Background: an optimization exercise with open tools, aiming at small area, a short achievable clock period and few clock cycles. Do not read the settings as production practice.
In this exercise RTL edits were held to simulation tests only and were not proved equivalent to the original.

==> flow/design.v (outline; a module is shown in full before it is edited, if it fits) <==
// module bq_fp_mul: 92 lines
// module bq_booth_enc: 47 lines
// module bq_mul24: 948 lines
// module bq_fp_add: 105 lines
// module bq_core: 112 lines
module bq_core (
    input  wire         clk,
    input  wire         rst,
    input  wire         cmd_valid,
    output wire         cmd_ready,
    input  wire [1:0]   cmd_op,
    input  wire [31:0]  cmd_x,
    input  wire [159:0] cmd_coef,
    output reg          rsp_valid,
    output reg  [7:0]   rsp_status,
    output reg  [31:0]  rsp_y
);
  // ...
==> flow/flow/run.sh <==
#!/bin/bash
# The standard layout (standard synthesis, floorplan, placement, CTS,
# routing), with repair_timing asked to keep a setup margin: the clock and
# the constraints are the design's, the margin only makes the optimiser
# work towards a shorter period than the constraint needs.
set -euo pipefail
bash standard.sh SETUP_SLACK_MARGIN=${MARGIN:-14} finish > make_finish.log 2>&1
==> flow/standard.sh <==
#!/bin/bash
# synth_recipe.tcl (not shown) runs the flow's synth.tcl, then flattens the netlist and writes it again
# the make line also repeats each setting of config.mk as NAME=value (left out here)
make -C /OpenROAD-flow-scripts/flow DESIGN_CONFIG=/design/flow/config.mk WORK_HOME=/design/flow/orfs CLKGATE_MAP_FILE= SYNTH_SCRIPT=/design/flow/synth_recipe.tcl "${@:-finish}"
==> flow/config.mk <==
export PLATFORM = sky130hd
export DESIGN_NAME = bq_core
export DESIGN_NICKNAME = bq_core
export VERILOG_FILES = /design/flow/design.v
export SDC_FILE = /design/flow/constraint.sdc
export NUM_CORES = 4
export LEC_CHECK = 0
export ABC_AREA = 1
export CAP_MARGIN = 20
export CORE_MARGIN = 2
export CORE_UTILIZATION = 45
export SLEW_MARGIN = 20
==> flow/constraint.sdc <==
create_clock -name core_clock -period 24.0 [get_ports {clk}]
set_input_delay 4.8000 -clock core_clock [delete_from_list [all_inputs] [get_ports {clk}]]
set_output_delay 4.8000 -clock core_clock [all_outputs]
set_load 0.01 [all_outputs]
==> metrics.cfg, run 1 <==
[synth]
syn_area_sq_um = 52500
synth_top_area_share_pct = 14.4

[place]
io_buffer_count = 232
dp_hpwl_mm = 192
dpl-instance-area_sq_um = 55900

[finish]
multiInputGateArea_sq_um = 37700
nClkBuffers = 57
largest_class = multi-input gates
fill_cells = 12200

[cts]
cts_tree = built
insertion_delay_ps = 620
clock_sinks = 411

[run_status]
status = complete, no violations

[setup_path]
cpPeakStageDelay_ps = 410
cp.arrival_ps = 10260
crit_family = simple AND/OR/NAND/NOR gates
path_buf_inv = 10

[detailed_routing]
wl_per_cell_microns = 24.4
drtIter0Drc = 7889

[global_routing]
grt_start_max_net_pins = 89

[die]
nWellTaps = 1524

[timing]
worstMarginPinSlew_ps = 1260
clock_skew_ps = 36.7

Testbench counts, summed over its fixed seeds: cycles 32,024.
==> module bq_fp_add, before the edit <==
module bq_fp_add (
    input  wire [31:0] a,
    input  wire [31:0] b,
    input  wire        sub,
    output reg  [31:0] y
);
    wire        sa = a[31];
    wire        sb = b[31] ^ sub;
    wire [7:0]  ea = a[30:23];
    wire [7:0]  eb = b[30:23];
    wire [22:0] fa = a[22:0];
    wire [22:0] fb = b[22:0];
    wire a_e0 = (ea == 8'h00), b_e0 = (eb == 8'h00);
    wire a_e1 = (ea == 8'hFF), b_e1 = (eb == 8'hFF);
    wire a_fz = (fa == 23'd0), b_fz = (fb == 23'd0);
    wire a_nan = a_e1 & ~a_fz, b_nan = b_e1 & ~b_fz;
    wire a_inf = a_e1 & a_fz,  b_inf = b_e1 & b_fz;
    wire a_zero = a_e0 & a_fz, b_zero = b_e0 & b_fz;
    function [4:0] lzc25(input [24:0] v);
        reg [31:0] x;
        reg [15:0] v1; reg [15:0] c1;
        reg [7:0]  v2; reg [15:0] c2;
        reg [3:0]  v3; reg [11:0] c3;
        reg [1:0]  v4; reg [7:0]  c4;
        integer i;
        begin
            x = {v, 7'h7F};
            for (i = 0; i < 16; i = i + 1) begin
                v1[i] = x[2*i+1] | x[2*i];
                c1[i] = ~x[2*i+1];
            end
            for (i = 0; i < 8; i = i + 1) begin
                v2[i] = v1[2*i+1] | v1[2*i];
                c2[2*i +: 2] = v1[2*i+1] ? {1'b0, c1[2*i+1]} : {1'b1, c1[2*i]};
            end
            for (i = 0; i < 4; i = i + 1) begin
                v3[i] = v2[2*i+1] | v2[2*i];
                c3[3*i +: 3] = v2[2*i+1] ? {1'b0, c2[2*(2*i+1) +: 2]} : {1'b1, c2[2*(2*i) +: 2]};
            end
            for (i = 0; i < 2; i = i + 1) begin
                v4[i] = v3[2*i+1] | v3[2*i];
                c4[4*i +: 4] = v3[2*i+1] ? {1'b0, c3[3*(2*i+1) +: 3]} : {1'b1, c3[3*(2*i) +: 3]};
            end
            lzc25 = v4[1] ? {1'b0, c4[7:4]} : {1'b1, c4[3:0]};
        end
    endfunction
    wire [23:0] ma = {~a_e0, fa};
    wire [23:0] mb = {~b_e0, fb};
    wire [7:0]  xa = ea | {7'd0, a_e0};
    wire [7:0]  xb = eb | {7'd0, b_e0};
    wire [8:0]  dab = {1'b0, xa} - {1'b0, xb};
    wire [8:0]  dba = {1'b0, xb} - {1'b0, xa};
    wire        bgt = dab[8];
    wire [7:0]  d   = bgt ? dba[7:0] : dab[7:0];
    wire        d0  = (xa == xb);
    wire        d1  = (dab == 9'd1) | (dba == 9'd1);
    wire [23:0] mp  = bgt ? mb : ma;
    wire [23:0] mq  = bgt ? ma : mb;
    wire [7:0]  xp  = bgt ? xb : xa;
    wire        sp  = bgt ? sb : sa;
    wire        eff_sub = sa ^ sb;
    wire [26:0] qsh    = (d >= 8'd27) ? 27'd0 : ({mq, 3'b000} >> d[4:0]);
    wire [31:0] qmask  = (d >= 8'd27) ? 32'hFFFFFFFF : (d < 8'd3) ? 32'd0 : ((32'd1 << (d[4:0] - 5'd3)) - 32'd1);
    wire        qstick = |(mq & qmask[23:0]);
    wire [26:0] qal    = {qsh[26:1], qsh[0] | qstick};
    wire [27:0] fsum   = {1'b0, mp, 3'b000} + ({1'b0, qal} ^ {28{eff_sub}}) + {27'd0, eff_sub};
    wire        f_up   = fsum[27];
    wire        f_dn   = ~fsum[27] & ~fsum[26] & (xp != 8'd1);
    wire [26:0] fm     = f_up ? {fsum[27:2], fsum[1] | fsum[0]} :
                         f_dn ? {fsum[25:0], 1'b0} : fsum[26:0];
    wire [7:0]  fe     = f_up ? (xp + 8'd1) : f_dn ? (xp - 8'd1) : xp;
    wire [7:0]  fe_field = fm[26] ? fe : 8'd0;
    wire        frnd   = fm[2] & (fm[1] | fm[0] | fm[3]);
    wire [30:0] fmag   = {fe_field, fm[25:3]} + {30'd0, frnd};
    wire        fovf   = f_up & (xp == 8'd254);
    wire [24:0] nq   = d0 ? {mq, 1'b0} : {1'b0, mq};
    wire [25:0] n1   = {1'b0, mp, 1'b0} - {1'b0, nq};
    wire [24:0] n2   = {mq, 1'b0} - {mp, 1'b0};
    wire        nneg = n1[25];
    wire [24:0] nres = nneg ? n2 : n1[24:0];
    wire [7:0]  xpm1 = xp - 8'd1;
    wire [24:0] mark = (xpm1 >= 8'd25) ? 25'd0 : (25'h1000000 >> xpm1[4:0]);
    wire [4:0]  nsh  = lzc25(nres | mark);
    wire [24:0] nm   = nres << nsh;
    wire [7:0]  ne_field = nm[24] ? (xp - {3'd0, nsh}) : 8'd0;
    wire [30:0] nmag = {ne_field, nm[23:1]};
    wire        use_near = eff_sub & (d0 | (d1 & ~n1[24]));
    wire        nzero = d0 & (a[30:0] == b[30:0]);
    always @(*) begin
        if (a_nan || b_nan || (a_inf && b_inf && (sa != sb)))
            y = 32'h7FC00000;
        else if (a_inf)
            y = {sa, 8'hFF, 23'd0};
        else if (b_inf)
            y = {sb, 8'hFF, 23'd0};
        else if (use_near)
            y = nzero ? 32'd0 : {sp ^ nneg, nmag};
        else if (a_zero && b_zero)
            y = {sa & sb, 31'd0};
        else if (fovf)
            y = {sp, 8'hFF, 23'd0};
        else
            y = {sp, fmag};
    end
endmodule
==> module bq_core, before the edit <==
module bq_core (
    input  wire         clk,
    input  wire         rst,
    input  wire         cmd_valid,
    output wire         cmd_ready,
    input  wire [1:0]   cmd_op,
    input  wire [31:0]  cmd_x,
    input  wire [159:0] cmd_coef,
    output reg          rsp_valid,
    output reg  [7:0]   rsp_status,
    output reg  [31:0]  rsp_y
);
    localparam OP_PROCESS = 2'd0;
    localparam OP_RESET   = 2'd1;
    localparam OP_SETCOEF = 2'd2;
    reg  [4:0] ph;
    reg [31:0] r0, r1, r2, r3, r4;
    reg [31:0] x;
    reg [31:0] m0, m1;
    reg [31:0] s1, s2;
    reg        v0;       
    reg        ld;       
    reg        rdy;
    reg        f_proc;   
    reg        f_rst;    
    reg        f_any;    
    reg  [1:0] f_st;     
    reg        pend;     
    reg        dflt;     
    assign cmd_ready = rdy;
    wire coef_ok = (cmd_coef[30:23]   != 8'hFF) && (cmd_coef[62:55]   != 8'hFF) &&
                   (cmd_coef[94:87]   != 8'hFF) && (cmd_coef[126:119] != 8'hFF) &&
                   (cmd_coef[158:151] != 8'hFF);
    wire is_set  = (cmd_op == OP_SETCOEF) && coef_ok;
    wire ld_now  = ph[0] ? (cmd_valid && is_set) : ld;
    wire [31:0] fld = ({32{ph[0]}} & cmd_coef[31:0])   |
                      ({32{ph[1]}} & cmd_coef[63:32])  |
                      ({32{ph[2]}} & cmd_coef[127:96]) |
                      ({32{ph[3]}} & cmd_coef[95:64])  |
                      ({32{ph[4]}} & cmd_coef[159:128]);
    wire [31:0] rec = dflt ? {2'b00, {7{ph[0]}}, 23'd0} : r0;
    reg         sel_y, nsel_y;      
    reg         sel_s1, nsel_s1;    
    reg         sel_s2, nsel_s2;    
    reg         sel_sub;            
    wire [31:0] mul_a = {nsel_y ? x[31:16] : rsp_y[31:16], sel_y ? rsp_y[15:0] : x[15:0]};
    wire [31:0] mul_y;
    wire [31:0] add_a = {nsel_s1 ? m1[31:16] : s1[31:16], sel_s1 ? s1[15:0] : m1[15:0]};
    wire [31:0] add_b = {nsel_s2 ? m0[31:16] : s2[31:16], sel_s2 ? s2[15:0] : m0[15:0]};
    wire        add_sub = sel_sub;
    wire [31:0] add_y;
    wire [12:0] enc_one, enc_two, enc_neg;
    reg  [12:0] b_one, b_two, b_neg;
    bq_booth_enc u_enc (.b({r1[30:23] != 8'd0, r1[22:0]}), .one(enc_one), .two(enc_two), .neg(enc_neg));
    bq_fp_mul u_mul (.a(mul_a), .b(r0), .b_one(b_one), .b_two(b_two), .b_neg(b_neg), .y(mul_y));
    bq_fp_add u_add (.a(add_a), .b(add_b), .sub(add_sub), .y(add_y));
    always @(posedge clk) begin
        r0 <= r1;
        r1 <= r2;
        r2 <= r3;
        r3 <= r4;
        r4 <= ld_now ? fld : rec;
        b_one <= enc_one;
        b_two <= enc_two;
        b_neg <= enc_neg;
        if (ph[4]) x <= cmd_x;
        m0 <= mul_y;
        m1 <= m0;
        if (ph[1]) rsp_y <= add_y;
        if (ph[1]) rsp_status <= {5'd0, f_st[1], 1'b0, f_st[0]};
        if (rst) begin
            ph <= 5'b00001;
            sel_y <= 1'b0; sel_s1 <= 1'b0; sel_s2 <= 1'b0; sel_sub <= 1'b1;
            nsel_y <= 1'b1; nsel_s1 <= 1'b1; nsel_s2 <= 1'b1;
            r0 <= 32'h3F800000; r1 <= 32'd0; r2 <= 32'd0; r3 <= 32'd0; r4 <= 32'd0;
            s1 <= 32'd0; s2 <= 32'd0;
            v0 <= 1'b0; ld <= 1'b0; rdy <= 1'b0;
            f_proc <= 1'b0; f_rst <= 1'b0; f_any <= 1'b0; f_st <= 2'd0;
            pend <= 1'b0;
            rsp_valid <= 1'b0;
        end else begin
            ph <= {ph[3:0], ph[4]};
            if (ph[4]) dflt <= 1'b0;
            sel_y   <= ph[1] | ph[3];
            sel_s1  <= ph[0] | ph[3];
            sel_s2  <= ph[3];
            sel_sub <= ph[4] | ph[2];
            nsel_y  <= ~(ph[1] | ph[3]);
            nsel_s1 <= ~(ph[0] | ph[3]);
            nsel_s2 <= ~ph[3];
            if (ph[0]) begin
                v0 <= cmd_valid;
                ld <= cmd_valid && is_set;
            end
            rdy <= ph[3] & v0;
            if (ph[4]) begin
                f_any  <= v0;
                f_proc <= v0 && (cmd_op == OP_PROCESS);
                f_rst  <= v0 && (cmd_op == OP_RESET);
                f_st   <= (cmd_op == 2'd3) ? 2'd2 : ((cmd_op == OP_SETCOEF && !coef_ok) ? 2'd1 : 2'd0);
                pend   <= f_proc;
            end
            if (ph[0] & pend) s2 <= add_y;
            if ((ph[3] | ph[4]) & f_proc) s1 <= add_y;
            if (ph[1] & f_rst) begin
                s1 <= 32'd0;
                s2 <= 32'd0;
            end
            rsp_valid <= ph[1] & f_any;
        end
    end
endmodule
==> inputs of run 2 (changes only) <==
--- a/flow/design.v
+++ b/flow/design.v
@@ -1138,5 +1138,5 @@
     wire [8:0]  dab = {1'b0, xa} - {1'b0, xb};
     wire [8:0]  dba = {1'b0, xb} - {1'b0, xa};
-    wire        bgt = dab[8];
+    wire        bgt = (b[30:0] > a[30:0]);
     wire [7:0]  d   = bgt ? dba[7:0] : dab[7:0];
     wire        d0  = (xa == xb);
@@ -1163,7 +1163,5 @@
     wire [24:0] nq   = d0 ? {mq, 1'b0} : {1'b0, mq};
     wire [25:0] n1   = {1'b0, mp, 1'b0} - {1'b0, nq};
-    wire [24:0] n2   = {mq, 1'b0} - {mp, 1'b0};
-    wire        nneg = n1[25];
-    wire [24:0] nres = nneg ? n2 : n1[24:0];
+    wire [24:0] nres = n1[24:0];
     wire [7:0]  xpm1 = xp - 8'd1;
     wire [24:0] mark = (xpm1 >= 8'd25) ? 25'd0 : (25'h1000000 >> xpm1[4:0]);
@@ -1182,5 +1180,5 @@
             y = {sb, 8'hFF, 23'd0};
         else if (use_near)
-            y = nzero ? 32'd0 : {sp ^ nneg, nmag};
+            y = nzero ? 32'd0 : {sp, nmag};
         else if (a_zero && b_zero)
             y = {sa & sb, 31'd0};
@@ -1211,5 +1209,4 @@
     reg [31:0] m0, m1;
     reg [31:0] s1, s2;
-    reg        v0;       
     reg        ld;       
     reg        rdy;
@@ -1220,4 +1217,5 @@
     reg        pend;     
     reg        dflt;     
+    reg        qrst;     
     assign cmd_ready = rdy;
     wire coef_ok = (cmd_coef[30:23]   != 8'hFF) && (cmd_coef[62:55]   != 8'hFF) &&
@@ -1261,13 +1259,15 @@
         if (ph[1]) rsp_y <= add_y;
         if (ph[1]) rsp_status <= {5'd0, f_st[1], 1'b0, f_st[0]};
+        if (ph[2]) rsp_status <= 8'd0;
         if (rst) begin
             ph <= 5'b00001;
             sel_y <= 1'b0; sel_s1 <= 1'b0; sel_s2 <= 1'b0; sel_sub <= 1'b1;
             nsel_y <= 1'b1; nsel_s1 <= 1'b1; nsel_s2 <= 1'b1;
-            r0 <= 32'h3F800000; r1 <= 32'd0; r2 <= 32'd0; r3 <= 32'd0; r4 <= 32'd0;
+            dflt <= 1'b1;
             s1 <= 32'd0; s2 <= 32'd0;
-            v0 <= 1'b0; ld <= 1'b0; rdy <= 1'b0;
+            ld <= 1'b0; rdy <= 1'b0;
             f_proc <= 1'b0; f_rst <= 1'b0; f_any <= 1'b0; f_st <= 2'd0;
             pend <= 1'b0;
+            qrst <= 1'b0;
             rsp_valid <= 1'b0;
         end else begin
@@ -1281,13 +1281,13 @@
             nsel_s1 <= ~(ph[0] | ph[3]);
             nsel_s2 <= ~ph[3];
-            if (ph[0]) begin
-                v0 <= cmd_valid;
-                ld <= cmd_valid && is_set;
-            end
-            rdy <= ph[3] & v0;
+            if (ph[0]) ld <= cmd_valid && is_set;
+            rdy <= cmd_valid & ((ph[0] & (cmd_op == OP_RESET)) |
+                                (ph[3] & (ld | !is_set)));
+            if (ph[1] & cmd_valid & rdy) qrst <= 1'b1;
+            if (ph[0]) qrst <= 1'b0;
             if (ph[4]) begin
-                f_any  <= v0;
-                f_proc <= v0 && (cmd_op == OP_PROCESS);
-                f_rst  <= v0 && (cmd_op == OP_RESET);
+                f_any  <= cmd_valid & rdy;
+                f_proc <= cmd_valid & rdy & (cmd_op == OP_PROCESS);
+                f_rst  <= cmd_valid & rdy & (cmd_op == OP_RESET);
                 f_st   <= (cmd_op == 2'd3) ? 2'd2 : ((cmd_op == OP_SETCOEF && !coef_ok) ? 2'd1 : 2'd0);
                 pend   <= f_proc;
@@ -1299,5 +1299,7 @@
                 s2 <= 32'd0;
             end
-            rsp_valid <= ph[1] & f_any;
+            if (ph[4] & qrst) s1 <= 32'd0;
+            if (ph[0] & qrst) s2 <= 32'd0;
+            rsp_valid <= (ph[1] & f_any) | (ph[2] & qrst);
         end
     end
==> run 2 against run 1 <==
Compared with the run above: core utilization is 0.30 points higher; first-iteration DRC count is 11% lower; worst hold slack worse by 19 ps; global-route usage is 0.74 points lower; critical path type unchanged.
==> metrics.cfg, run 2 <==
[run_status]
status = complete, no violations

[timing]
timing.final.crit_share_pct = 39.9
worstMarginPinSlew_ps = 1270  ; +7.78 ps
holdWs_ps = 318
hold_viol = 0
grt_setup_unrepaired = true
finalSetupViolCount = 0
setup_tns_ps = 0
setup_ws_ps = 14440
clock_skew_ps = 31.1  ; -5.56 ps
slew_headroom_pct = 14.7
fmax_mhz = 105
fin_crit_ps = 9560
slew_viol_final = 0

[finish]
design_area_sq_um = 55300
fill_cells = 11300  ; -7.8%
synthToLayoutAreaGrowth_pct = 12.3
final_nets = 8220
final_common_cell = nand2_1
layout_common_cells = nand2_1 (1615), inv_1 (1025), nor2_1 (583)
drive_above_1_share_pct = 8.17

[global_routing]
grt_start_max_net_pins = 65  ; -27%
grt_pass1_vias = 49300
grt_first_pass_wirelength_mm = 326
grt_use_total_pct = 38.5
antenna_found_initial = 14
globalRouteOverflowTotal = 0

[setup_path]
cp.arrival_ps = 9920  ; -340 ps
path_class = reg -> reg
worstPathMaxFanout = 32
worstPathRequired_ps = 24360
critical_path.startpoint_type = register
cp-end-kind = register
crit_path_frequent_cell = nand2_1
cpPeakStageDelay_ps = 470  ; +60 ps
critical_path.slowest_cell = a2111oi_0

[synth]
synthTopCellsByCount = nand2_1 (1636), inv_1 (1031), nor2_1 (594)
synth-seq-cells = 400
yosysWarnings = 3
synth_top_area_share_pct = 13.7  ; -0.74 points
syn_area_sq_um = 49200  ; -6.3%
synth_top_flop_cell = dfxtp_1
syn-instance-count = 7445
synthTopCellsByArea = dfxtp_1 (14%), nand2_1 (12%), fa_1 (10%), inv_1 (7.9%), xor2_1 (7.5%)
synth-async-reset-ratio_pct = 0
synth_largest_area_cell = dfxtp_1
synth_edf_count = 64
syn_area_per_cell_sq_um = 6.61
synth-seq-area-share_pct = 17.6
yosys.cell_types.count = 90
synth.most_common_cell = nand2_1

[detailed_routing]
wl_per_cell_microns = 24.7  ; +1.3%
vias_per_cell = 5.95
wl_met1_mm = 98.9
first_pass_iters = 8
vias = 53500
met3_length_mm = 27.7
ant_nets = 0
drtIter0Drc = 7006  ; -11%
drt-total-wl_mm = 222
drc = 0
dr.max_layer_used = met4
met2_length_mm = 87.8

[cts]
clk_pin_slew_ps = 70
cts-root-buf = clkbuf_16
numCtsBuffers = 43
cts_max_path_buffers = 3
ctsHoldBuffers = 0
cts_tree = built
clock_sinks = 400  ; -2.7%
h-tree-depth = 2
insertion_delay_ps = 640  ; +20 ps

[die]
io_pins = 239
start_util_pct = 45.3
rows = 121
die_height_microns = 335
core-area_sq_um = 109000
die_w_microns = 335
die_area_sq_um = 112000

[place]
dp_hpwl_mm = 173  ; -9.7%
io_buffer_count = 232  ; unchanged
dpl_worst_slack_ps = 11390
gp_congestion = 1.05
dpl-instance-area_sq_um = 52300  ; -6.5%

[job]
cap_violations = 0

[min_path]
min_path_type = reg -> reg

run 2: cell count changes in the layout (fill, tap and decap cells not counted), moves of 33 or more:
cell	previous run	this run
o21ai_0	335	391
nand3_1	732	577
nor2_1	765	583
a21oi_1	329	362
inv_1	1262	1025
nand2_1	1995	1615
nand4_1	120	87
run 2: final cells by class:
cell class,instances,area (sq um),share of cell area [%]
antenna,6,15.0,0.0272
clock buffer,51,1160,2.09
clock inverter,29,280,0.507
inverter,1081,4100,7.41
multi-input combinational,5633,35700,64.6
sequential,400,8670,15.7
tap,1414,1770,3.20
timing repair buffer,380,3570,6.46
timing repair inverter,4,27.5,0.0498
run 2: critical path, delay by kind of cell (launching register included):
| family | cells | cell delay (ps) |
|---|---|---|
| AOI/OAI and AO/OA | 9 | 2290 |
| buffers and inverters | 9 | 1570 |
| and+or+nand+nor | 26 | 3960 |
| DFF | 1 | 410 |
| xor gates and xnor gates | 1 | 280 |
| adders and majority gates | 2 | 720 |
run 2: what timing repair did:
| item | CTS | global route |
|---|---|---|
| hold endpoints to repair | 0 | 0 |
| buffers inserted | 20 | 36 |
| cloned | 10 | 6 |
| pin swaps | 12 | 29 |
| gates resized for setup | 69 | 148 |
| endpoints found under the setup margin | 127 | 124 |
run 2: worst paths after layout:
path,cells past startpoint,to,start,slack (ps)
worst max-delay path,47,rsp_y[13],ph[4],14440
worst min-delay path,0,r1[25],r2[25],320
worst max register to register,47,rsp_y[13],ph[4],14440
worst min register to register,0,r1[25],r2[25],320
run 2: kinds of logic (layout without fill, tap and decap cells):
| family | Yosys count | count (layout) | synth area share [%] |
|---|---|---|---|
| simple gates | 3218 | 3226 | 28.5 |
| buf+inv | 1427 | 1545 | 11.8 |
| compound gates | 1403 | 1405 | 16.7 |
| fa+ha+maj | 481 | 481 | 16.0 |
| xor+xnor | 475 | 475 | 8.50 |
| flops | 400 | 400 | 17.6 |
| mux | 40 | 40 | 0.859 |
| other cells | 1 | 12 | 0.00761 |
run 2: routing by layer:
| layer | GRT usage, % | vias to the layer above |
|---|---|---|
| li1 | - | 24600 |
| met1 | 58.0 | 25400 |
| met2 | 53.8 | 3099 |
| met3 | 9.24 | 442 |
| met4 | 10.8 | 0 |
| met5 | 0 | - |
run 2: through the flow:
step	cells	util, %
floorplan	7450	-
global placement	8839	48.1
detailed placement	8839	48.1
CTS	8949	50.0
global route	8993	50.9
finish	8998	50.9
Testbench counts of run 2, summed over its fixed seeds: cycles 31,724.
==> inputs of run 3 (changes only) <==
--- a/flow/design.v
+++ b/flow/design.v
@@ -1230,12 +1230,15 @@
                       ({32{ph[4]}} & cmd_coef[159:128]);
     wire [31:0] rec = dflt ? {2'b00, {7{ph[0]}}, 23'd0} : r0;
-    reg         sel_y, nsel_y;      
-    reg         sel_s1, nsel_s1;    
-    reg         sel_s2, nsel_s2;    
-    reg         sel_sub;            
-    wire [31:0] mul_a = {nsel_y ? x[31:16] : rsp_y[31:16], sel_y ? rsp_y[15:0] : x[15:0]};
+    reg  [3:0]  sy;       
+    reg  [3:0]  ss1;      
+    reg  [3:0]  ss2;      
+    reg         sel_sub;  
+    wire [31:0] mul_a = {sy[3]  ? x[31:24]   : rsp_y[31:24],  sy[2]  ? rsp_y[23:16] : x[23:16],
+                         sy[1]  ? x[15:8]    : rsp_y[15:8],   sy[0]  ? rsp_y[7:0]   : x[7:0]};
     wire [31:0] mul_y;
-    wire [31:0] add_a = {nsel_s1 ? m1[31:16] : s1[31:16], sel_s1 ? s1[15:0] : m1[15:0]};
-    wire [31:0] add_b = {nsel_s2 ? m0[31:16] : s2[31:16], sel_s2 ? s2[15:0] : m0[15:0]};
+    wire [31:0] add_a = {ss1[3] ? m1[31:24]  : s1[31:24],     ss1[2] ? s1[23:16]    : m1[23:16],
+                         ss1[1] ? m1[15:8]   : s1[15:8],      ss1[0] ? s1[7:0]      : m1[7:0]};
+    wire [31:0] add_b = {ss2[3] ? m0[31:24]  : s2[31:24],     ss2[2] ? s2[23:16]    : m0[23:16],
+                         ss2[1] ? m0[15:8]   : s2[15:8],      ss2[0] ? s2[7:0]      : m0[7:0]};
     wire        add_sub = sel_sub;
     wire [31:0] add_y;
@@ -1262,6 +1265,5 @@
         if (rst) begin
             ph <= 5'b00001;
-            sel_y <= 1'b0; sel_s1 <= 1'b0; sel_s2 <= 1'b0; sel_sub <= 1'b1;
-            nsel_y <= 1'b1; nsel_s1 <= 1'b1; nsel_s2 <= 1'b1;
+            sy <= 4'b1010; ss1 <= 4'b1010; ss2 <= 4'b1010; sel_sub <= 1'b1;
             dflt <= 1'b1;
             s1 <= 32'd0; s2 <= 32'd0;
@@ -1274,11 +1276,8 @@
             ph <= {ph[3:0], ph[4]};
             if (ph[4]) dflt <= 1'b0;
-            sel_y   <= ph[1] | ph[3];
-            sel_s1  <= ph[0] | ph[3];
-            sel_s2  <= ph[3];
+            sy  <= {ph[0] | ph[2] | ph[4], ~(ph[0] | ph[2] | ph[4]), ~(ph[1] | ph[3]), ph[1] | ph[3]};
+            ss1 <= {ph[1] | ph[2] | ph[4], ~(ph[1] | ph[2] | ph[4]), ~(ph[0] | ph[3]), ph[0] | ph[3]};
+            ss2 <= {ph[0] | ph[1] | ph[2] | ph[4], ~(ph[0] | ph[1] | ph[2] | ph[4]), ~ph[3], ph[3]};
             sel_sub <= ph[4] | ph[2];
-            nsel_y  <= ~(ph[1] | ph[3]);
-            nsel_s1 <= ~(ph[0] | ph[3]);
-            nsel_s2 <= ~ph[3];
             if (ph[0]) ld <= cmd_valid && is_set;
             rdy <= cmd_valid & ((ph[0] & (cmd_op == OP_RESET)) |
==> run 3 against run 2 <==
Compared with the run above: first-iteration DRC count is 9.0% higher; via count is 2.0% higher; core utilization is 0.34 points higher; sequential cell count is 6 higher; still clean.
==> metrics.cfg, run 3 <==
[min_path]
min_path_type = reg -> reg
min_from = r4[19]
whs_path_depth = 0  ; unchanged
whs_endpoint = r3[19]

[setup_path]
critical_path.startpoint_type = register
r2r_cells = 49  ; +4.3%
cp-end-kind = register
worstPathMaxFanout = 46  ; +44%
critical_path.slowest_cell = o21ai_0
worstPathRequired_ps = 24490  ; +130 ps
timing.rr.end = s2[27]
r2r_slack_ps = 14420  ; about the same
rr_startpoint = ss2[3]
path_class = reg -> reg
cpPeakStageDelay_ps = 490  ; +20 ps
crit_path_frequent_cell = nand2_1
cp.arrival_ps = 10060  ; +140 ps

[cts]
ctsHoldBuffers = 0  ; unchanged
numCtsBuffers = 45  ; +4.7%
cts_tree = built
cts_max_path_buffers = 3  ; unchanged
cts-root-buf = clkbuf_16
h-tree-depth = 2  ; unchanged
insertion_delay_ps = 620  ; -20 ps
clk_pin_slew_ps = 60  ; about the same
clock_sinks = 406  ; +1.5%

[synth]
syn_area_sq_um = 49100  ; -0.23%
synth_edf_count = 64  ; unchanged
synth-async-reset-ratio_pct = 0  ; unchanged
synth-seq-cells = 406  ; +1.5%
synthTopCellsByArea = dfxtp_1 (14%), nand2_1 (12%), fa_1 (10%), inv_1 (8.4%), xor2_1 (7.4%)
synth_largest_area_cell = dfxtp_1
syn-instance-count = 7507  ; +0.83%
synth_top_flop_cell = dfxtp_1
synth.most_common_cell = nand2_1
synthTopCellsByCount = nand2_1 (1594), inv_1 (1096), nor2_1 (683)
synth-seq-area-share_pct = 17.8  ; +0.28 points
yosys.cell_types.count = 81  ; -10%
yosysWarnings = 3  ; unchanged
synth_top_area_share_pct = 13.9  ; +0.28 points
syn_area_per_cell_sq_um = 6.55  ; -1.1%

[die]
start_util_pct = 45.3  ; about the same
die_area_sq_um = 112000  ; -0.23%
die_w_microns = 334  ; -0.11%
io_pins = 239  ; unchanged
rows = 121  ; unchanged
die_height_microns = 334  ; -0.11%
core-area_sq_um = 109000  ; -0.14%

[global_routing]
globalRouteOverflowTotal = 0  ; unchanged
grt_start_max_net_pins = 69  ; +6.2%
antenna_found_initial = 9  ; -5
grt_use_total_pct = 40.1  ; +1.6 points
grt_first_pass_wirelength_mm = 337  ; +3.4%
grt_pass1_vias = 50500  ; +2.5%

[place]
dp_hpwl_mm = 181  ; +4.6%
dpl-instance-area_sq_um = 52600  ; +0.49%
io_buffer_count = 232  ; unchanged
gp_congestion = 1.06  ; +1.1%

[timing]
slew_headroom_pct = 8.97  ; -5.7 points
finalSetupViolCount = 0  ; unchanged
setup_tns_ps = 0  ; unchanged
fin_crit_ps = 9580  ; +12.2 ps
clock_skew_ps = 36.5  ; +5.37 ps
worstMarginPinSlew_ps = 1350  ; +84.6 ps
grt_setup_unrepaired = true
fmax_mhz = 104  ; -0.13%
hold_viol = 0  ; unchanged
slew_viol_final = 0  ; unchanged
timing.final.crit_share_pct = 39.9  ; +0.051 points

[run_status]
status = complete, no violations

[detailed_routing]
vias = 54600  ; +2.0%
vias_per_cell = 6.02  ; +1.3%
first_pass_iters = 9  ; +1
drt-total-wl_mm = 231  ; +4.0%
ant_nets = 0  ; unchanged
wl_per_cell_microns = 25.5  ; +3.2%
drc = 0  ; unchanged
drtIter0Drc = 7638  ; +9.0%

[finish]
drive_above_1_share_pct = 7.51  ; -0.66 points
layout_common_cells = nand2_1 (1577), inv_1 (1091), nor2_1 (668)
final_common_cell = nand2_1
synthToLayoutAreaGrowth_pct = 13.1
fill_cells = 11200  ; -0.40%
design_area_sq_um = 55600  ; +0.53%
final_nets = 8291  ; +0.86%

[job]
cap_violations = 0  ; unchanged

[run 3: final cells by class]
type | count | area, sq um | area share [%]
Antenna cell | 3 | 7.51 | 0.0135
Sequential cell | 406 | 8810 | 15.9
Clock inverter | 16 | 179 | 0.322
Timing Repair Buffer | 379 | 3580 | 6.43
Clock buffer | 63 | 1400 | 2.52
Multi-Input combinational cell | 5645 | 35500 | 63.9
Tap cell | 1414 | 1770 | 3.18
Inverter | 1135 | 4300 | 7.74
Timing Repair inverter | 2 | 12.5 | 0.0225
[run 3: cells by family (layout without fill, tap and decap cells)]
kind of cell    count (synthesis)  count (layout)  synth area share, %
compound gates               1409            1410                 16.8
xor+xnor                      461             461                 8.26
fa+ha+maj                     481             481                 16.0
buf+inv                      1468            1595                 11.7
flops                         406             406                 17.8
mux                            45              46                0.940
other cells                     1               9              0.00763
simple gates                 3236            3241                 28.4
[run 3: per-stage QoR]
| step | hold WS (ps) | util [%] | std cells | setup slack, ps |
|---|---|---|---|---|
| 3_5_place_dp | 312 | 48.4 | 8918 | 11980 |
| 6_report | 309 | 51.2 | 9063 | 14420 |
| 2_1_floorplan | 310 | - | 7512 | 15130 |
| 4_1_cts | 322 | 50.3 | 9022 | 14000 |
| 3_3_place_gp | 310 | 48.4 | 8918 | 11980 |
| 5_1_grt | 327 | 51.2 | 9062 | 13950 |
[run 3: per-layer routing]
metal  track usage [%]  part of all wire [%]
met5                 0                0.0048
met4              12.2                   3.6
met3              12.1                    13
met2              55.7                    39
met1              58.7                    44
[run 3: worst max path at each step]
| stage | endpoint | cells after the start | slack [ps] | startpoint |
|---|---|---|---|---|
| after floorplan | m0[24] | 44 | 15130 | sy[2] |
| after global placement | m0[24] | 44 | 11980 | sy[2] |
| after detailed placement | rsp_y[30] | 58 | 11980 | ss2[0] |
| after CTS | rsp_y[30] | 61 | 14000 | ss1[1] |
| after global routing | m0[24] | 48 | 13950 | rsp_y[30] |
| final | s2[27] | 49 | 14420 | ss2[3] |
[run 3: critical path, delay by kind of cell, from the launching register on]
kind | cells | cell delay [ps]
flops | 1 | 380
simple gates | 32 | 5020
fa+ha+maj | 2 | 830
compound gates | 6 | 1510
xor+xnor | 1 | 320
buf+inv | 8 | 1390
[run 3: timing repair]
action | in CTS | in global routing
gates cloned | 8 | 3
setup buffers | 17 | 35
pin swaps | 10 | 17
gates resized for setup | 100 | 158
setup endpoints to repair | 124 | 124
Testbench counts of run 3, summed over its fixed seeds: cycles 31,724.
==> inputs of run 4 (changes only) <==
--- a/flow/flow/run.sh
+++ b/flow/flow/run.sh
@@ -5,3 +5,3 @@
 # work towards a shorter period than the constraint needs.
 set -euo pipefail
-bash standard.sh SETUP_SLACK_MARGIN=${MARGIN:-14} finish > make_finish.log 2>&1
+bash standard.sh SETUP_SLACK_MARGIN=${MARGIN:-15} finish > make_finish.log 2>&1
--- a/flow/config.mk
+++ b/flow/config.mk
@@ -11,2 +11,3 @@
 export CORE_UTILIZATION = 45
 export SLEW_MARGIN = 20
+export TNS_END_PERCENT = 5
==> run 4 against run 3 <==
Compared with the run above: clock skew about the same; sequential cell count unchanged; worst setup slack better by 640 ps; sequential share of layout area down 0.59 points; core utilization up 2.0 points; die area unchanged; first-iteration DRC count up 4.3%; highest routed layer unchanged.
==> metrics.cfg, run 4 <==
[synth]
synth_largest_area_cell = dfxtp_1
syn_area_per_cell_sq_um = 6.55  ; unchanged
synth-seq-cells = 406  ; unchanged
synth.most_common_cell = nand2_1
synth_edf_count = 64  ; unchanged
syn_area_sq_um = 49100  ; unchanged
synth_top_flop_cell = dfxtp_1
synthTopCellsByArea = dfxtp_1 (14%), nand2_1 (12%), fa_1 (10%), inv_1 (8.4%), xor2_1 (7.4%)
synth_top_area_share_pct = 13.9  ; unchanged
syn-instance-count = 7507  ; unchanged
synth-async-reset-ratio_pct = 0  ; unchanged
synth-seq-area-share_pct = 17.8  ; unchanged
yosys.cell_types.count = 81  ; unchanged
yosysWarnings = 3  ; unchanged
synthTopCellsByCount = nand2_1 (1594), inv_1 (1096), nor2_1 (683)

[timing]
clock_skew_ps = 36.4  ; -0.0890 ps
timing.final.crit_share_pct = 37.3  ; -2.7 points
setup_tns_ps = 0  ; unchanged
slew_viol_final = 0  ; unchanged
worstMarginPinSlew_ps = 1150  ; -206 ps
slew_headroom_pct = 23.6  ; +15 points
fmax_mhz = 112  ; +7.1%
grt_setup_unrepaired = true
hold_viol = 0  ; unchanged
finalSetupViolCount = 0  ; unchanged
fin_crit_ps = 8940  ; -637 ps

[die]
die_height_microns = 334  ; unchanged
start_util_pct = 45.3  ; unchanged
io_pins = 239  ; unchanged
die_area_sq_um = 112000  ; unchanged
die_w_microns = 334  ; unchanged
core-area_sq_um = 109000  ; unchanged
rows = 121  ; unchanged

[cts]
h-tree-depth = 2  ; unchanged
cts_max_path_buffers = 3  ; unchanged
ctsHoldBuffers = 0  ; unchanged
clk_pin_slew_ps = 60  ; about the same
cts_tree = built
insertion_delay_ps = 620  ; about the same
cts-root-buf = clkbuf_16
clock_sinks = 406  ; unchanged
numCtsBuffers = 45  ; unchanged

[detailed_routing]
vias = 55400  ; +1.4%
vias_per_cell = 6.05  ; +0.40%
wl_per_cell_microns = 25.8  ; +1.1%
ant_nets = 0  ; unchanged
drc = 0  ; unchanged
first_pass_iters = 10  ; +1
drt-total-wl_mm = 236  ; +2.2%
drtIter0Drc = 7966  ; +4.3%

[setup_path]
crit_end = m0[23]
timing.rr.end = m0[23]
critical_path.slowest_cell = clkinvlp_2
cp-end-kind = register
rr_startpoint = b_one[2]
r2r_slack_ps = 15060  ; +640 ps
cpPeakStageDelay_ps = 780  ; +290 ps
cp.arrival_ps = 9420  ; -640 ps
critical_path.startpoint_type = register
r2r_cells = 42  ; -14%
worstPathRequired_ps = 24480  ; about the same
worstPathMaxFanout = 12  ; -74%
crit_start = b_one[2]
crit_path_frequent_cell = inv_1
path_class = reg -> reg

[finish]
drive_above_1_share_pct = 11.1  ; +3.6 points
final_common_cell = nand2_1
final_nets = 8385  ; +1.1%
layout_common_cells = nand2_1 (1529), inv_1 (1069), nor2_1 (640)
synthToLayoutAreaGrowth_pct = 17.5

[job]
cap_violations = 0  ; unchanged

[global_routing]
grt_use_total_pct = 40.5  ; +0.39 points
grt_pass1_vias = 51000  ; +1.1%
globalRouteOverflowTotal = 0  ; unchanged
grt_start_max_net_pins = 69  ; unchanged
antenna_found_initial = 8  ; -1
grt_first_pass_wirelength_mm = 340  ; +0.89%

[place]
gp_congestion = 1.06  ; unchanged
dp_hpwl_mm = 181  ; unchanged
io_buffer_count = 232  ; unchanged

[min_path]
min_path_type = reg -> reg

[run_status]
status = complete, no violations

-- run 4: worst max-delay path, delay by kind of cell (launching register included) --
| family | cells | cell delay, ps |
|---|---|---|
| adder cells (fa/ha/maj) | 5 | 2490 |
| AO/OA/AOI/OAI | 9 | 1660 |
| XOR/XNOR | 2 | 300 |
| AND/OR/NAND/NOR | 16 | 2170 |
| flip-flops | 1 | 540 |
| buffers and inverters | 10 | 1610 |
-- run 4: kinds of logic after synthesis --
family          count (synthesis)  synth area share [%]
buf+inv                      1468                  11.7
compound gates               1409                  16.8
fa+ha+maj                     481                  16.0
xor+xnor                      461                  8.26
other cells                     1               0.00763
flops                         406                  17.8
simple gates                 3236                  28.4
mux                            45                 0.940
-- run 4: routing by layer --
layer  wire length (microns)  track usage (%)
met5                     142                0
met4                    8960             12.6
met3                   32400             12.4
met2                   92700             56.3
met1                  102000             59.0
-- run 4: cell type report --
class	count	area [sq um]
Tap cell	1414	1770
Multi-Input combinational cell	5647	36600
Fill cell	11000	50800
Inverter	1135	4350
Timing Repair inverter	4	22.5
Clock inverter	16	179
Timing Repair Buffer	469	4620
Clock buffer	63	1400
Sequential cell	406	8820
Antenna cell	4	10.0
-- run 4: how the worst min path moves through the flow --
stage,start,depth (start not counted),slack [ps],to
after floorplan,r1[31],0,310,r0[31]
after global placement,r2[12],0,310,r1[12]
after detailed placement,r2[25],0,310,r1[25]
after CTS,r4[19],0,320,r3[19]
after global routing,r4[19],0,330,r3[19]
final,r4[19],0,310,r3[19]
-- run 4: what timing repair did --
action                                  CTS  global route
endpoints found under the setup margin  127           124
buffers inserted                         53            78
gates resized for setup                 272           312
gates cloned                             14            12
pin swaps                                33            78
endpoints found under the hold margin     0             0
-- run 4: per-stage QoR --
| step | cells | hold WS, ps | utilization (%) | cell area (sq um) | setup slack [ps] |
|---|---|---|---|---|---|
| after floorplan | 7512 | 310 | - | 49200 | 15130 |
| after detailed placement | 8918 | 312 | 48.4 | 52600 | 11980 |
| after global routing | 9156 | 327 | 53.2 | 57700 | 14720 |
| after CTS | 9064 | 322 | 51.3 | 55700 | 14990 |
| after global placement | 8918 | 310 | 48.4 | 52600 | 11980 |
| final | 9158 | 312 | 53.2 | 57800 | 15060 |
==> inputs of run 5 (changes only) <==
==> flow/flow/run.sh (replaced) <==
#!/bin/bash
# The standard layout (standard synthesis, floorplan, placement, CTS,
# routing) with two changes in how it is made:
# - repair_timing is asked to keep a setup margin: the clock and the
#   constraints are the design's, the margin only makes the optimiser
#   work towards a shorter period than the constraint needs;
# - every input and output port still gets its buffer, but a buf_1 rather
#   than the delay buffer buffer_ports picks by default.
set -euo pipefail
bash standard.sh SETUP_SLACK_MARGIN=${MARGIN:-15} \
    "BUFFER_PORTS_ARGS=-buffer_cell sky130_fd_sc_hd__buf_1" finish > make_finish.log 2>&1
==> run 5 against run 4 <==
Compared with the run above: area after synthesis stayed put; largest cell class unchanged; still clean on timing, DRC and antenna; critical path type unchanged; routed wire length is 0.85% higher; highest routed layer unchanged; via count is 0.82% higher; first-iteration DRC count is 3.7% higher.
==> metrics.cfg, run 5 <==
[timing]
slew_headroom_pct = 19.3  ; -4.3 points
fmax_mhz = 113  ; +1.0%
setup_tns_ps = 0  ; unchanged
holdWs_ps = 321  ; +9.71 ps
grt_setup_unrepaired = true
worstMarginPinSlew_ps = 1200  ; +52.5 ps
timing.final.crit_share_pct = 36.9  ; -0.38 points
finalSetupViolCount = 0  ; unchanged
hold_viol = 0  ; unchanged
slew_viol_final = 0  ; unchanged
clock_skew_ps = 38.8  ; +2.45 ps
fin_crit_ps = 8850  ; -90.6 ps

[setup_path]
critical_path.slowest_cell = o21ai_0
worstPathRequired_ps = 24510  ; +30 ps
critical_path.startpoint_type = register
cp-end-kind = register
path_class = reg -> reg
worstPathMaxFanout = 41  ; +29
crit_path_frequent_cell = nand2_1
path_buf_inv = 7  ; -3
crit_family = simple AND/OR/NAND/NOR gates
cp.arrival_ps = 9360  ; -60 ps
cpPeakStageDelay_ps = 950  ; +170 ps

[finish]
final_common_cell = nand2_1
ff_latch_area_sq_um = 8820  ; about the same
layout_common_cells = nand2_1 (1517), inv_1 (1069), nor2_1 (618)
synthToLayoutAreaGrowth_pct = 16.6
multiInputGateArea_sq_um = 37200  ; +1.6%
final_nets = 8435  ; +0.60%
fill_cells = 11000  ; +0.50%
drive_above_1_share_pct = 12.9  ; +1.8 points

[detailed_routing]
wl_per_cell_microns = 25.8  ; +0.24%
drtIter0Drc = 8262  ; +3.7%
ant_nets = 0  ; unchanged
drt-total-wl_mm = 238  ; +0.85%
vias = 55800  ; +0.82%
vias_per_cell = 6.06  ; +0.21%
first_pass_iters = 8  ; -2
drc = 0  ; unchanged

[global_routing]
grt.met1_usage_pct = 59.7  ; +0.72 points
globalRouteOverflowTotal = 0  ; unchanged
grt.met3_usage_pct = 12.9  ; +0.45 points
grt_use_met2_pct = 56.1  ; -0.24 points
grt_first_pass_wirelength_mm = 340  ; about the same
grt_use_total_pct = 40.5  ; about the same
antenna_found_initial = 16  ; +8
top_usage_layer = met1
grt_start_max_net_pins = 64  ; -7.2%
grt_pass1_vias = 50600  ; -0.92%

[place]
dp_hpwl_mm = 182  ; +0.56%
gp_congestion = 1.05  ; -1.0%
io_buffer_count = 232  ; unchanged

[cts]
cts-root-buf = clkbuf_16
cts_max_path_buffers = 3  ; unchanged
insertion_delay_ps = 620  ; about the same
cts_tree = built
clk_pin_slew_ps = 70  ; about the same
numCtsBuffers = 45  ; unchanged
clock_sinks = 406  ; unchanged
h-tree-depth = 2  ; unchanged

[synth]
synth-async-reset-ratio_pct = 0  ; unchanged
syn_area_per_cell_sq_um = 6.55  ; unchanged
synth_edf_count = 64  ; unchanged
synth-seq-area-share_pct = 17.8  ; unchanged
synthTopCellsByCount = nand2_1 (1594), inv_1 (1096), nor2_1 (683)
yosys.cell_types.count = 81  ; unchanged
synth.most_common_cell = nand2_1
synthTopCellsByArea = dfxtp_1 (14%), nand2_1 (12%), fa_1 (10%), inv_1 (8.4%), xor2_1 (7.4%)
synth_largest_area_cell = dfxtp_1
syn-instance-count = 7507  ; unchanged
synth_top_area_share_pct = 13.9  ; unchanged
syn_area_sq_um = 49100  ; unchanged
synth_top_flop_cell = dfxtp_1
synth-seq-cells = 406  ; unchanged
yosysWarnings = 3  ; unchanged

[die]
die_w_microns = 334  ; unchanged
io_pins = 239  ; unchanged
die_area_sq_um = 112000  ; unchanged
start_util_pct = 45.3  ; unchanged
die_height_microns = 334  ; unchanged
core-area_sq_um = 109000  ; unchanged
rows = 121  ; unchanged

[min_path]
min_path_type = reg -> reg

[job]
cap_violations = 0  ; unchanged

[run_status]
status = complete, no violations

## run 5: changes by cell type in the layout (fill, tap and decap cells not counted), sizes merged
cell	before	now
buf	223	505
clkdlybuf4s50	232	0
clkbuf	73	63
clkinv	15	21
inv	1123	1127
bufbuf	4	2
bufinv	3	5
clkinvlp	14	16
diode	4	6
nand2	1625	1627
mux2i	37	36
nand3	595	596
## run 5: path summary, 6_finish.rpt
path	startpoint	endpoint	slack (ps)	cells past startpoint
max	ss1[0]	s2[29]	15150	47
min	r4[28]	r3[28]	320	0
max reg2reg	ss1[0]	s2[29]	15150	47
min reg2reg	r4[28]	r3[28]	320	0
## run 5: what timing repair did
action | in CTS | in global routing
setup endpoints to repair | 127 | 124
setup buffers | 72 | 104
hold buffers | 0 | 0
gates resized for setup | 256 | 469
gates cloned | 12 | 15
endpoints found under the hold margin | 0 | 0
pin swaps | 27 | 100
## run 5: cell type report
class / instances / share of cell area, %
multi-input combinational: 5649 / 64.9
antenna: 6 / 0.0262
sequential: 406 / 15.4
inverter: 1135 / 7.63
timing repair buffer: 517 / 6.20
clock buffer: 53 / 2.18
clock inverter: 30 / 0.583
tap: 1414 / 3.09
timing repair inverter: 4 / 0.0502
## run 5: routing by layer
metal,vias up,part of all wire [%],wire length [microns]
met1,26600,43,102000
met3,559,15,34600
li1,25100,-,-
met2,3645,39,93300
met4,8,3.5,8300
met5,-,0.026,63
## run 5: metrics by stage
step	worst slack (ps)	instances	instance area, sq um	utilization, %
final	15150	9214	57300	52.8
after global routing	14890	9211	57300	52.8
after global placement	11900	8921	51100	47.1
after detailed placement	11790	8922	51100	47.1
after CTS	14840	9089	54400	50.1
after floorplan	15130	7512	49200	-
## run 5: worst register-to-register path, delay by kind of cell, from the launching register on
kind | cells | cell delay, ps
AOI/OAI and AO/OA | 9 | 2800
xor gates and xnor gates | 2 | 360
adders and majority gates | 4 | 1510
buffers and inverters | 7 | 800
DFF | 1 | 410
and+or+nand+nor | 25 | 2880
## run 5: logic make-up (layout without fill, tap and decap cells)
kind of cell,Yosys count,in the layout,share of synthesized area [%]
muxes,45,45,0.940
xor gates and xnor gates,461,461,8.26
DFF,406,406,17.8
AOI/OAI and AO/OA,1409,1410,16.8
buffers and inverters,1468,1739,11.7
other,1,12,0.00763
and+or+nand+nor,3236,3246,28.4
adders and majority gates,481,481,16.0
==> inputs of run 6 (changes only) <==
--- a/flow/config.mk
+++ b/flow/config.mk
@@ -10,4 +10,5 @@
 export CORE_MARGIN = 2
 export CORE_UTILIZATION = 45
+export CTS_BUF_LIST = sky130_fd_sc_hd__clkbuf_8
 export SLEW_MARGIN = 20
 export TNS_END_PERCENT = 5
==> run 6 against run 5 <==
Compared with the run above: still clean on timing, DRC and antenna; design area down 0.30%; area after synthesis unchanged; first-iteration DRC count down 3.3%; critical path type unchanged; critical endpoint unchanged.
==> metrics.cfg, run 6 <==
[setup_path]
cp.arrival_ps = 9500  ; +140 ps
path_buf_inv = 10  ; +3
critical_path.slowest_cell = ha_1
worstPathRequired_ps = 24570  ; +60 ps
cp-end-kind = register
path_depth = 53  ; +13%
crit_start = m0[12]
crit_end = s2[29]
crit_path_frequent_cell = nand2_1
timing.rr.end = s2[29]
rr_startpoint = m0[12]
cpPeakStageDelay_ps = 460  ; -490 ps
r2r_cells = 53  ; +13%
path_class = reg -> reg
critical_path.startpoint_type = register
worstPathMaxFanout = 33  ; -20%
r2r_slack_ps = 15070  ; -80 ps
crit_family = simple AND/OR/NAND/NOR gates

[global_routing]
globalRouteOverflowTotal = 0  ; unchanged
grt_pass1_vias = 50800  ; +0.36%
grt_start_max_net_pins = 64  ; unchanged
antenna_found_initial = 13  ; -3
grt_use_total_pct = 40.5  ; -0.044 points
grt_first_pass_wirelength_mm = 339  ; -0.23%

[place]
io_buffer_count = 232  ; unchanged
dpl-instance-area_sq_um = 51100  ; unchanged
gp_congestion = 1.05  ; unchanged
dp_cells = 8922  ; unchanged
dp_hpwl_mm = 182  ; unchanged

[die]
rows = 121  ; unchanged
die_height_microns = 334  ; unchanged
core-area_sq_um = 109000  ; unchanged
io_pins = 239  ; unchanged
die_area_sq_um = 112000  ; unchanged
die_w_microns = 334  ; unchanged
start_util_pct = 45.3  ; unchanged

[synth]
syn_area_per_cell_sq_um = 6.55  ; unchanged
synthTopCellsByCount = nand2_1 (1594), inv_1 (1096), nor2_1 (683)
syn_area_sq_um = 49100  ; unchanged
synthTopCellsByArea = dfxtp_1 (14%), nand2_1 (12%), fa_1 (10%), inv_1 (8.4%), xor2_1 (7.4%)
synth-async-reset-ratio_pct = 0  ; unchanged
yosys.cell_types.count = 81  ; unchanged
synth_top_family_by_area = simple AND/OR/NAND/NOR gates
synth-seq-area-share_pct = 17.8  ; unchanged
synth_top_area_share_pct = 13.9  ; unchanged
yosysWarnings = 3  ; unchanged
synth_top_flop_cell = dfxtp_1
synth_compound_gate_area_share_pct = 16.8  ; unchanged
synth_edf_count = 64  ; unchanged
synth_xor_area_share_pct = 8.26  ; unchanged
synth_largest_area_cell = dfxtp_1
synthAdderAreaFrac_pct = 16.0  ; unchanged
syn-instance-count = 7507  ; unchanged
synth-seq-cells = 406  ; unchanged
synth.area.mux_share_pct = 0.940  ; unchanged
synth-simple-area-share_pct = 28.4  ; unchanged
synth.most_common_cell = nand2_1

[timing]
fmax_mhz = 112  ; -0.89%
slew_viol_final = 0  ; unchanged
timing.final.crit_share_pct = 37.2  ; +0.33 points
clock_skew_ps = 44.1  ; +5.27 ps
slew_headroom_pct = 20.6  ; +1.3 points
fin_crit_ps = 8930  ; +79.4 ps
setup_tns_ps = 0  ; unchanged
finalSetupViolCount = 0  ; unchanged
hold_viol = 0  ; unchanged
worstMarginPinSlew_ps = 1180  ; -19.9 ps
grt_setup_unrepaired = true

[finish]
design_area_sq_um = 57100  ; -0.30%
layout_common_cells = nand2_1 (1528), inv_1 (1089), nor2_1 (622)
fill_cells = 11100  ; +0.29%
utilization_pct = 52.6  ; -0.16 points
final_common_cell = nand2_1
synthToLayoutAreaGrowth_pct = 16.3
drive_above_1_share_pct = 12.7  ; -0.11 points
finalNonFillerCells = 9251  ; +0.40%
multiInputGateArea_sq_um = 37000  ; -0.34%
final_nets = 8449  ; +0.17%
ff_latch_area_sq_um = 8820  ; about the same

[cts]
cts_tree = built
clk_pin_slew_ps = 60  ; about the same
clock_sinks = 406  ; unchanged
insertion_delay_ps = 700  ; +80 ps
h-tree-depth = 3  ; +1
cts_max_path_buffers = 3  ; unchanged
numCtsBuffers = 73  ; +62%
cts-root-buf = clkbuf_8
ctsHoldBuffers = 0  ; unchanged

[detailed_routing]
vias_per_cell = 6.04  ; -0.35%
wl_per_cell_microns = 25.7  ; -0.69%
drt-total-wl_mm = 237  ; -0.29%
drtIter0Drc = 7987  ; -3.3%
first_pass_iters = 10  ; +2
ant_nets = 0  ; unchanged
drc = 0  ; unchanged
vias = 55900  ; +0.054%

[job]
cap_violations = 0  ; unchanged

[run_status]
status = complete, no violations

[min_path]
min_path_type = reg -> reg

==> run 6: cell counts after synthesis <==
Identical to the previous run, type by type.
==> run 6: logic make-up after synthesis <==
logic type,Yosys count
AOI/OAI and AO/OA,1409
xor gates and xnor gates,461
adders and majority gates,481
buffers and inverters,1468
DFF,406
muxes,45
other,1
and+or+nand+nor,3236
==> run 6: routing by layer <==
| metal | wire, microns | track usage, % | vias to the layer above |
|---|---|---|---|
| met2 | 93500 | 56.0 | 3722 |
| met3 | 34200 | 13.1 | 507 |
| li1 | - | - | 25100 |
| met5 | 41 | 0 | - |
| met1 | 102000 | 59.5 | 26500 |
| met4 | 7600 | 10.6 | 6 |
==> run 6: how the worst min path moves through the flow <==
stage | start | to | slack (ps) | depth (start not counted)
floorplan | r1[31] | r0[31] | 310 | 0
global placement | r3[5] | r2[5] | 310 | 0
detailed placement | r2[19] | r1[19] | 310 | 0
CTS | r3[19] | r2[19] | 310 | 0
global route | r3[19] | r2[19] | 320 | 0
finish | r3[19] | r2[19] | 310 | 0
==> run 6: layout make-up <==
class	count	share of cell area [%]
Inverter	1135	7.64
Tap cell	1414	3.10
Clock inverter	51	0.856
Multi-Input combinational cell	5649	64.8
Clock buffer	83	2.00
Sequential cell	406	15.4
Antenna cell	6	0.0263
Timing Repair Buffer	503	6.06
Timing Repair inverter	4	0.0504
==> run 6: through the flow <==
step           setup WS [ps]  hold slack [ps]
3_5_place_dp           11790              312
5_1_grt                14760              318
4_1_cts                14830              307
2_1_floorplan          15130              310
6_report               15070              308
3_3_place_gp           11900              310
==> run 6: what timing repair did <==
action	in CTS	in global routing
resized for setup	238	449
pin swaps	25	95
cloned	10	16
endpoints found under the setup margin	127	124
setup buffers	63	100
==> inputs of run 7 (changes only) <==
--- a/flow/flow/run.sh
+++ b/flow/flow/run.sh
@@ -8,4 +8,4 @@
 #   than the delay buffer buffer_ports picks by default.
 set -euo pipefail
-bash standard.sh SETUP_SLACK_MARGIN=${MARGIN:-15} \
+bash standard.sh SETUP_SLACK_MARGIN=${MARGIN:-16} \
     "BUFFER_PORTS_ARGS=-buffer_cell sky130_fd_sc_hd__buf_1" finish > make_finish.log 2>&1
==> run 7 against run 6 <==
Compared with the run above: area after synthesis stayed put; non-clock buffer count is 75 higher; die area stayed put; clock skew is 0.76 ps higher; highest routed layer unchanged.
==> metrics.cfg, run 7 <==
[job]
cap_violations = 0  ; unchanged

[synth]
synth-async-reset-ratio_pct = 0  ; unchanged
synthTopCellsByCount = nand2_1 (1594), inv_1 (1096), nor2_1 (683)
syn_area_per_cell_sq_um = 6.55  ; unchanged
synth.most_common_cell = nand2_1
yosys.cell_types.count = 81  ; unchanged
syn_area_sq_um = 49100  ; unchanged
synthTopCellsByArea = dfxtp_1 (14%), nand2_1 (12%), fa_1 (10%), inv_1 (8.4%), xor2_1 (7.4%)
yosysWarnings = 3  ; unchanged
synth-seq-cells = 406  ; unchanged
synth_edf_count = 64  ; unchanged
syn-instance-count = 7507  ; unchanged
synth_top_area_share_pct = 13.9  ; unchanged
synth-seq-area-share_pct = 17.8  ; unchanged
synth_top_flop_cell = dfxtp_1
synth_largest_area_cell = dfxtp_1

[setup_path]
crit_family = adder cells
critical_path.slowest_cell = fa_1
timing.rr.end = m0[22]
path_class = reg -> reg
worstPathMaxFanout = 5  ; -85%
r2r_slack_ps = 15140  ; +70 ps
critical_path.startpoint_type = register
rr_startpoint = sy[2]
worstPathRequired_ps = 24650  ; +80 ps
cpPeakStageDelay_ps = 590  ; +130 ps
path_buf_inv = 11  ; +1
cp-end-kind = register
crit_start = sy[2]
r2r_cells = 49  ; -7.5%
cp.arrival_ps = 9520  ; +20 ps

[detailed_routing]
drtIter0Drc = 8142  ; +1.9%
drc = 0  ; unchanged
wl_per_cell_microns = 26.3  ; +2.6%
ant_nets = 0  ; unchanged
drt-total-wl_mm = 245  ; +3.4%
first_pass_iters = 7  ; -3
vias = 56900  ; +1.8%
vias_per_cell = 6.10  ; +1.0%

[global_routing]
grt.met1_usage_pct = 59.9  ; +0.32 points
grt_use_total_pct = 42.4  ; +1.9 points
globalRouteOverflowTotal = 0  ; unchanged
top_usage_layer = met2
grt_pass1_vias = 52500  ; +3.5%
grt_first_pass_wirelength_mm = 353  ; +4.1%
grt.met3_usage_pct = 13.1  ; unchanged
grt_use_met2_pct = 60.0  ; +4.0 points
grt_start_max_net_pins = 65  ; +1.6%
antenna_found_initial = 11  ; -2

[run_status]
status = complete, no violations

[die]
rows = 121  ; unchanged
start_util_pct = 45.3  ; unchanged
die_height_microns = 334  ; unchanged
core-area_sq_um = 109000  ; unchanged
die_area_sq_um = 112000  ; unchanged
die_w_microns = 334  ; unchanged
io_pins = 239  ; unchanged

[place]
gp_congestion = 1.10  ; +4.7%
dp_hpwl_mm = 187  ; +2.9%
io_buffer_count = 232  ; unchanged
dp_cells = 8941  ; +0.21%

[finish]
ff_latch_area_sq_um = 8830  ; +0.17%
finalNonFillerCells = 9322  ; +0.77%
utilization_pct = 54.1  ; +1.5 points
fill_cells = 11000  ; -0.69%
layout_common_cells = nand2_1 (1467), inv_1 (1061), nor2_1 (603)
drive_above_1_share_pct = 15.7  ; +2.9 points
multiInputGateArea_sq_um = 37800  ; +2.2%
synthToLayoutAreaGrowth_pct = 19.5
final_nets = 8523  ; +0.88%
final_common_cell = nand2_1

[cts]
insertion_delay_ps = 740  ; +40 ps
clk_pin_slew_ps = 70  ; about the same
clock_sinks = 406  ; unchanged
ctsHoldBuffers = 0  ; unchanged
h-tree-depth = 3  ; unchanged
cts_tree = built
cts-root-buf = clkbuf_8
cts_max_path_buffers = 3  ; unchanged
numCtsBuffers = 74  ; +1.4%

[timing]
fin_crit_ps = 8860  ; -65.7 ps
grt_setup_unrepaired = true
hold_viol = 0  ; unchanged
slew_viol_final = 0  ; unchanged
slew_headroom_pct = 16.4  ; -4.2 points
fmax_mhz = 113  ; +0.74%
finalSetupViolCount = 0  ; unchanged
timing.final.crit_share_pct = 36.9  ; -0.27 points
clock_skew_ps = 44.9  ; +0.755 ps
worstMarginPinSlew_ps = 1250  ; +75.4 ps
setup_tns_ps = 0  ; unchanged
holdWs_ps = 304  ; -4.05 ps

[min_path]
whs_endpoint = r1[2]
min_from = r2[2]
whs_path_depth = 0  ; unchanged
min_path_type = reg -> reg

==> run 7: logic make-up after synthesis <==
group                    Yosys count  share of synthesized area, %
AO/OA/AOI/OAI                   1409                          16.8
adder cells (fa/ha/maj)          481                          16.0
XOR/XNOR                         461                          8.26
multiplexers                      45                         0.940
AND/OR/NAND/NOR                 3236                          28.4
other                              1                       0.00763
buffers and inverters           1468                          11.7
flip-flops                       406                          17.8
==> run 7: how the worst max path moves through the flow <==
stage,to,cells past startpoint
4_1_cts,m0[24],50
2_1_floorplan,m0[24],48
3_3_place_gp,rsp_y[27],59
3_5_place_dp,rsp_y[16],65
5_1_grt,m0[8],47
6_report,m0[22],49
==> run 7: layout make-up <==
class	instances	area share, %
Timing Repair Buffer	578	7.19
Tap cell	1414	3.01
Multi-Input combinational cell	5649	64.4
Sequential cell	406	15.0
Clock inverter	36	0.556
Inverter	1135	7.41
Antenna cell	4	0.0170
Timing Repair inverter	2	0.0256
Clock buffer	98	2.30
==> run 7: timing repair <==
item / 4_1_cts / 5_1_grt
endpoints found under the setup margin: 127 / 124
resized for setup: 632 / 261
pin swaps: 120 / 114
cloned: 26 / 2
setup buffers: 166 / 49
==> run 7: metal layers <==
layer	wire length [microns]	part of all wire (%)
met2	97800	40
met4	12300	5.0
met3	34300	14
met5	23	0.0094
met1	101000	41
==> run 7: stage by stage <==
stage	area [sq um]	worst slack, ps
floorplan	49400	15980
global placement	51400	12770
detailed placement	51400	12740
CTS	57300	15330
global route	58700	14910
finish	58700	15140

-- separate check: timing with driven ports --
In the flow no input, the clock included, has a driving cell. The finished layouts below were timed again as built, in two steps.
Step 1 sets driving cells, clkbuf_16 on the clock port and buf_2 on the other inputs (assumed; they add their load-dependent delay and slew).
Step 2 moves the port delays by t, midway between the first and last clock arrival at a register: inputs arrive t later, outputs are due t later. That takes back most of the time a late clock gives input paths.
a / b / c = no drivers / after step 1 / after step 2; a / b = the first two.
run	t (ns)	setup slack, ns	hold WS [ns]	slew at the worst register clock pin (ns)
run 1	0.655	14.192 / 14.192 / 14.192	0.337 / 0.337 / 0.337	0.07 / 0.07
run 2	0.694	14.435 / 14.435 / 14.435	0.318 / 0.318 / 0.318	0.07 / 0.07
run 3	0.675	14.423 / 14.423 / 14.423	0.309 / 0.309 / 0.309	0.08 / 0.08
run 4	0.679	15.060 / 15.060 / 15.060	0.312 / 0.312 / 0.312	0.08 / 0.08
run 5	0.674	15.150 / 15.150 / 15.150	0.321 / 0.321 / 0.321	0.07 / 0.07
run 6	0.744	15.071 / 15.071 / 15.071	0.308 / 0.308 / 0.308	0.08 / 0.08
run 7	0.786	15.136 / 15.136 / 15.136	0.304 / 0.304 / 0.304	0.08 / 0.08
After both steps setup and hold are still met in every run listed.
